Context: an optimization exercise on an open-source flow, tuned for small area. The choices shown serve that exercise and are no tape-out recipe.
The RTL was checked by simulation tests, not by an equivalence proof against the original design.

==> flow/design.v <==
module ltc_crc16_byte (
    input  wire [15:0] crc_in,
    input  wire [7:0]  data,
    output reg  [15:0] crc_out
);
    integer i;
    reg [15:0] c;
    always @(*) begin
        c = crc_in ^ {data, 8'h00};
        for (i = 0; i < 8; i = i + 1) begin
            if (c[15])
                c = {c[14:0], 1'b0} ^ 16'h1021;
            else
                c = {c[14:0], 1'b0};
        end
        crc_out = c;
    end
endmodule
module ltc_sat_counter #(
    parameter W = 16
) (
    input  wire         clk,
    input  wire         rst,
    input  wire         inc,
    output reg  [W-1:0] count
);
    wire [W:0] carry;
    assign carry[0] = inc && !(&count);
    genvar i;
    generate
        for (i = 0; i < W; i = i + 1) begin : g_carry
            assign carry[i+1] = carry[i] & count[i];
        end
    endgenerate
    always @(posedge clk)
        count <= {W{!rst}} & (count ^ carry[W-1:0]);
endmodule
module ltc_rx (
    input  wire        clk,
    input  wire        rst,             
    input  wire        flush,           
    input  wire        in_valid,
    input  wire [7:0]  in_data,
    input  wire        in_last,         
    output reg         ev_valid,
    output wire [1:0]  ev_cmd,
    output wire [3:0]  ev_ch,
    output wire [1:0]  ev_pri,
    output wire [7:0]  ev_seq,
    output wire [8:0]  ev_len,
    output wire [31:0] ev_freq,
    output wire [7:0]  ev_tx_power,
    output wire [31:0] ev_tx_count,
    output wire [31:0] ev_rx_count,
    output wire [15:0] ev_crc_count,
    output wire [39:0] ev_ack_frame,
    output wire [15:0] st_frames_rx,
    output wire [15:0] st_crc_errors,
    output wire [15:0] st_framing_errors,
    output wire [15:0] st_acks_sent,
    output wire [15:0] st_rx_out_of_order,
    output wire [15:0] st_nacks_received
);
    localparam [1:0] CMD_DATA   = 2'd0;
    localparam [1:0] CMD_ACK    = 2'd1;
    localparam [1:0] CMD_NACK   = 2'd2;
    localparam [1:0] ACK_PRIORITY = 2'd1;    
    reg        in_seg;           
    reg        fresh;            
    reg [8:0]  cnt;              
    reg [15:0] crc;              
    reg [7:0]  hdr_packed;       
    reg [7:0]  hdr_seq;          
    reg [7:0]  pl [0:14];        
    wire byte_in = in_valid && !flush;
    wire is_sync = (in_data == 8'h00);
    wire seg_end   = byte_in && is_sync && in_seg;
    wire seg_grow  = byte_in && !is_sync && in_seg;
    wire short_seg = (cnt[8:2] == 7'h7F);    
    wire len_ok    = !fresh && !short_seg;
    wire crc_ok    = (crc == 16'h0000);
    wire frame_ok  = seg_end && len_ok && crc_ok;
    wire frame_bad = seg_end && !(len_ok && crc_ok);
    wire long_seg  = !fresh && !short_seg && (cnt[8] || cnt[7:0] >= 8'd251);
    wire overflow  = seg_grow && in_last && long_seg;
    wire [1:0] f_cmd = hdr_packed[1:0];
    wire [15:0] crc_next;
    ltc_crc16_byte u_crc (.crc_in(crc), .data(in_data), .crc_out(crc_next));
    wire [15:0] crc_sync;
    ltc_crc16_byte u_crc0 (.crc_in(16'hFFFF), .data(8'h00), .crc_out(crc_sync));
    wire cap = byte_in && !is_sync;
    wire clr = byte_in && is_sync;
    wire [8:0] plen = cnt[8:0];
    wire inc_freq = (plen < 9'd4);
    wire inc_txp  = (plen < 9'd5);
    wire inc_txc  = (plen < 9'd9);
    wire inc_rxc  = (plen < 9'd13);
    wire inc_crcc = (plen < 9'd15);
    reg  [14:0] pl_inc;
    always @(*) begin
        pl_inc[3:0]   = {4{inc_freq}};
        pl_inc[4]     = inc_txp;
        pl_inc[8:5]   = {4{inc_txc}};
        pl_inc[12:9]  = {4{inc_rxc}};
        pl_inc[14:13] = {2{inc_crcc}};
    end
    integer k;
    always @(posedge clk) begin
        if (rst || flush)
            in_seg <= 1'b0;
        else if (byte_in) begin
            if (is_sync)
                in_seg <= 1'b1;
            else if (overflow)
                in_seg <= 1'b0;
        end
        if (byte_in) begin
            fresh <= is_sync;
            crc   <= is_sync ? crc_sync : crc_next;
        end
        if (cap)
            cnt <= fresh ? 9'h1FD : cnt + 9'd1;
        if (cap && fresh)
            hdr_packed <= in_data;
        if (cap && !fresh && cnt == 9'h1FD)
            hdr_seq <= in_data;
        for (k = 0; k < 15; k = k + 1)
            if ((cap && !fresh && cnt == k[8:0] - 9'd2) || (clr && pl_inc[k]))
                pl[k] <= in_data;
    end
    always @(posedge clk) begin
        if (rst)
            ev_valid <= 1'b0;
        else
            ev_valid <= frame_ok;
    end
    assign ev_cmd = f_cmd;
    assign ev_ch  = hdr_packed[7:4];
    assign ev_pri = hdr_packed[3:2];
    assign ev_seq = hdr_seq;
    assign ev_len = cnt[8:0];
    assign ev_freq      = {pl[0], pl[1], pl[2], pl[3]};
    assign ev_tx_power  = pl[4];
    assign ev_tx_count  = {pl[5], pl[6], pl[7], pl[8]};
    assign ev_rx_count  = {pl[9], pl[10], pl[11], pl[12]};
    assign ev_crc_count = {pl[13], pl[14]};
    wire [7:0]  ack_packed = {hdr_packed[7:4], ACK_PRIORITY, CMD_ACK};
    wire [15:0] ack_c1, ack_c2;
    ltc_crc16_byte u_ack1 (.crc_in(crc_sync), .data(ack_packed), .crc_out(ack_c1));
    ltc_crc16_byte u_ack2 (.crc_in(ack_c1),   .data(hdr_seq),    .crc_out(ack_c2));
    assign ev_ack_frame = {8'h00, ack_packed, hdr_seq, ack_c2};
    reg bad_q, ovf_q;
    always @(posedge clk) begin
        bad_q <= frame_bad && !rst;
        ovf_q <= overflow && !rst;
    end
    wire [15:0] st_data_frames;
    ltc_sat_counter #(.W(16)) u_frames_rx (
        .clk(clk), .rst(rst), .inc(ev_valid), .count(st_frames_rx));
    ltc_sat_counter #(.W(16)) u_crc_errors (
        .clk(clk), .rst(rst), .inc(bad_q), .count(st_crc_errors));
    ltc_sat_counter #(.W(16)) u_framing_errors (
        .clk(clk), .rst(rst), .inc(ovf_q), .count(st_framing_errors));
    ltc_sat_counter #(.W(16)) u_data_frames (
        .clk(clk), .rst(rst), .inc(ev_valid && f_cmd == CMD_DATA), .count(st_data_frames));
    ltc_sat_counter #(.W(16)) u_nacks_received (
        .clk(clk), .rst(rst), .inc(ev_valid && f_cmd == CMD_NACK), .count(st_nacks_received));
    assign st_acks_sent       = st_data_frames;
    assign st_rx_out_of_order = st_data_frames;
endmodule
clock: 5.0 ns
lec_check: 0
cap_margin: 0
core_margin: 2
core_utilization: 65
gpl_timing_driven: 0
place_density: 0.75
slew_margin: 0
standard.sh (not shown) runs the stock make flow with config.mk's settings and CLKGATE_MAP_FILE= SYNTH_SCRIPT=/design/flow/synth_recipe.tcl, a recipe that flattens the netlist after the stock synthesis.
==> flow/flow/run.sh <==
#!/bin/bash
# The standard layout (standard.sh) with these changes:
# - synthesis maps the combinational logic with an area-oriented ABC script,
#   and leaves adders to ABC instead of mapping them to adder cells first;
# - buffers left by synthesis are removed before the ports are buffered;
# - every output port is buffered by the smallest buffer, every input port
#   by a buf_2 (flow/pre_gpl.tcl);
# - a clock tree of small buffers without dummy loads;
# - the constant outputs share synthesis's two tie cells (no tie fanout repair).
# Each tool's log is in orfs/logs/; make's output is in standard.log.
set -euo pipefail
here=$PWD
export AREA_ABC_SCRIPT=$here/flow/area.abc
export ADDER_MAP_FILE=
export BUFFER_PORTS_ARGS="-outputs -buffer_cell sky130_fd_sc_hd__buf_1"
export CTS_ARGS="-sink_clustering_enable -repair_clock_nets -dont_use_dummy_load -buf_list sky130_fd_sc_hd__clkbuf_4 -sink_clustering_size 10 -sink_clustering_max_diameter 40"
export SKIP_REPAIR_TIE_FANOUT=1
export PRE_GLOBAL_PLACE_TCL=$here/flow/pre_gpl.tcl
sed "s#SYNTH_SCRIPT=[^ ]*#SYNTH_SCRIPT=$here/flow/my_synth.tcl#" standard.sh > my_standard.sh
grep -q "SYNTH_SCRIPT=$here/flow/my_synth.tcl" my_standard.sh
bash my_standard.sh > standard.log 2>&1
==> flow/flow/area.abc <==
strash
&get -n
&fraig -x
&put
scorr
dc2
strash
dch -f
dc2
&get -n
&dch -f
&nf -R 1000 -p -a -F 8 -A 4
&put
topo
stime -c
dnsize -c
==> flow/flow/my_synth.tcl <==
# The standard flow's synthesis script (synth_recipe.tcl), with ABC's combinational
# mapping run from an area-oriented script (flow/area.abc). Registers are
# mapped before ABC runs, so they are the same as the standard synthesis's.
proc synth {args} { yosys synth -nofsm -noshare {*}$args }
proc abc {args} {
  set i [lsearch -exact $args -script]
  if {$i >= 0} {
    set args [lreplace $args [expr {$i+1}] [expr {$i+1}] $::env(AREA_ABC_SCRIPT)]
  }
  yosys abc {*}$args
}
source $::env(SCRIPTS_DIR)/synth.tcl
# left out here: clear keep_hierarchy, flatten, clean up, hide names made inside functions, write 1_2_yosys.v
==> flow/flow/pre_gpl.tcl <==
remove_buffers
buffer_ports -inputs -buffer_cell sky130_fd_sc_hd__buf_2
==> next run, changes <==
- CORE_UTILIZATION: 65 -> 55
- PLACE_DENSITY: 0.75 -> 0.65
Outcome: The changed run passed the timing, design-rule and antenna checks. Worst hold slack got worse by 0.0042 ns. First-iteration DRC count is lower by 40%. Maximum frequency is lower by 4.1%. Synthesized area is unchanged.

-- afterwards: timing with drivers on the ports --
The results above use ideal ports. As a check the final layouts listed here were re-extracted and re-timed, cells and wires unchanged. Step 1 assumes that a clkbuf_16 drives the clock port and a buf_2 every other input. Step 2 moves the port delays by t, midway between the first and last clock arrival at a register: inputs arrive t later, outputs are due t later. That takes back most of the time a late clock gives input paths. Three values: ideal, step 1, step 2; two values: the first two.
| run | t (ns) | setup slack, ns | worst setup path at the end |
|---|---|---|---|
| the first run | 0.659 | 1.661 / 1.661 / 1.036 | input to register |
| the second run | 0.635 | 1.518 / 1.533 / 0.898 | input to register |
After both steps setup and hold are still met in every run listed. For the first run, which loses most, drivers alone change the setup slack by 0.000 ns; drivers and shift together by -0.625 ns.
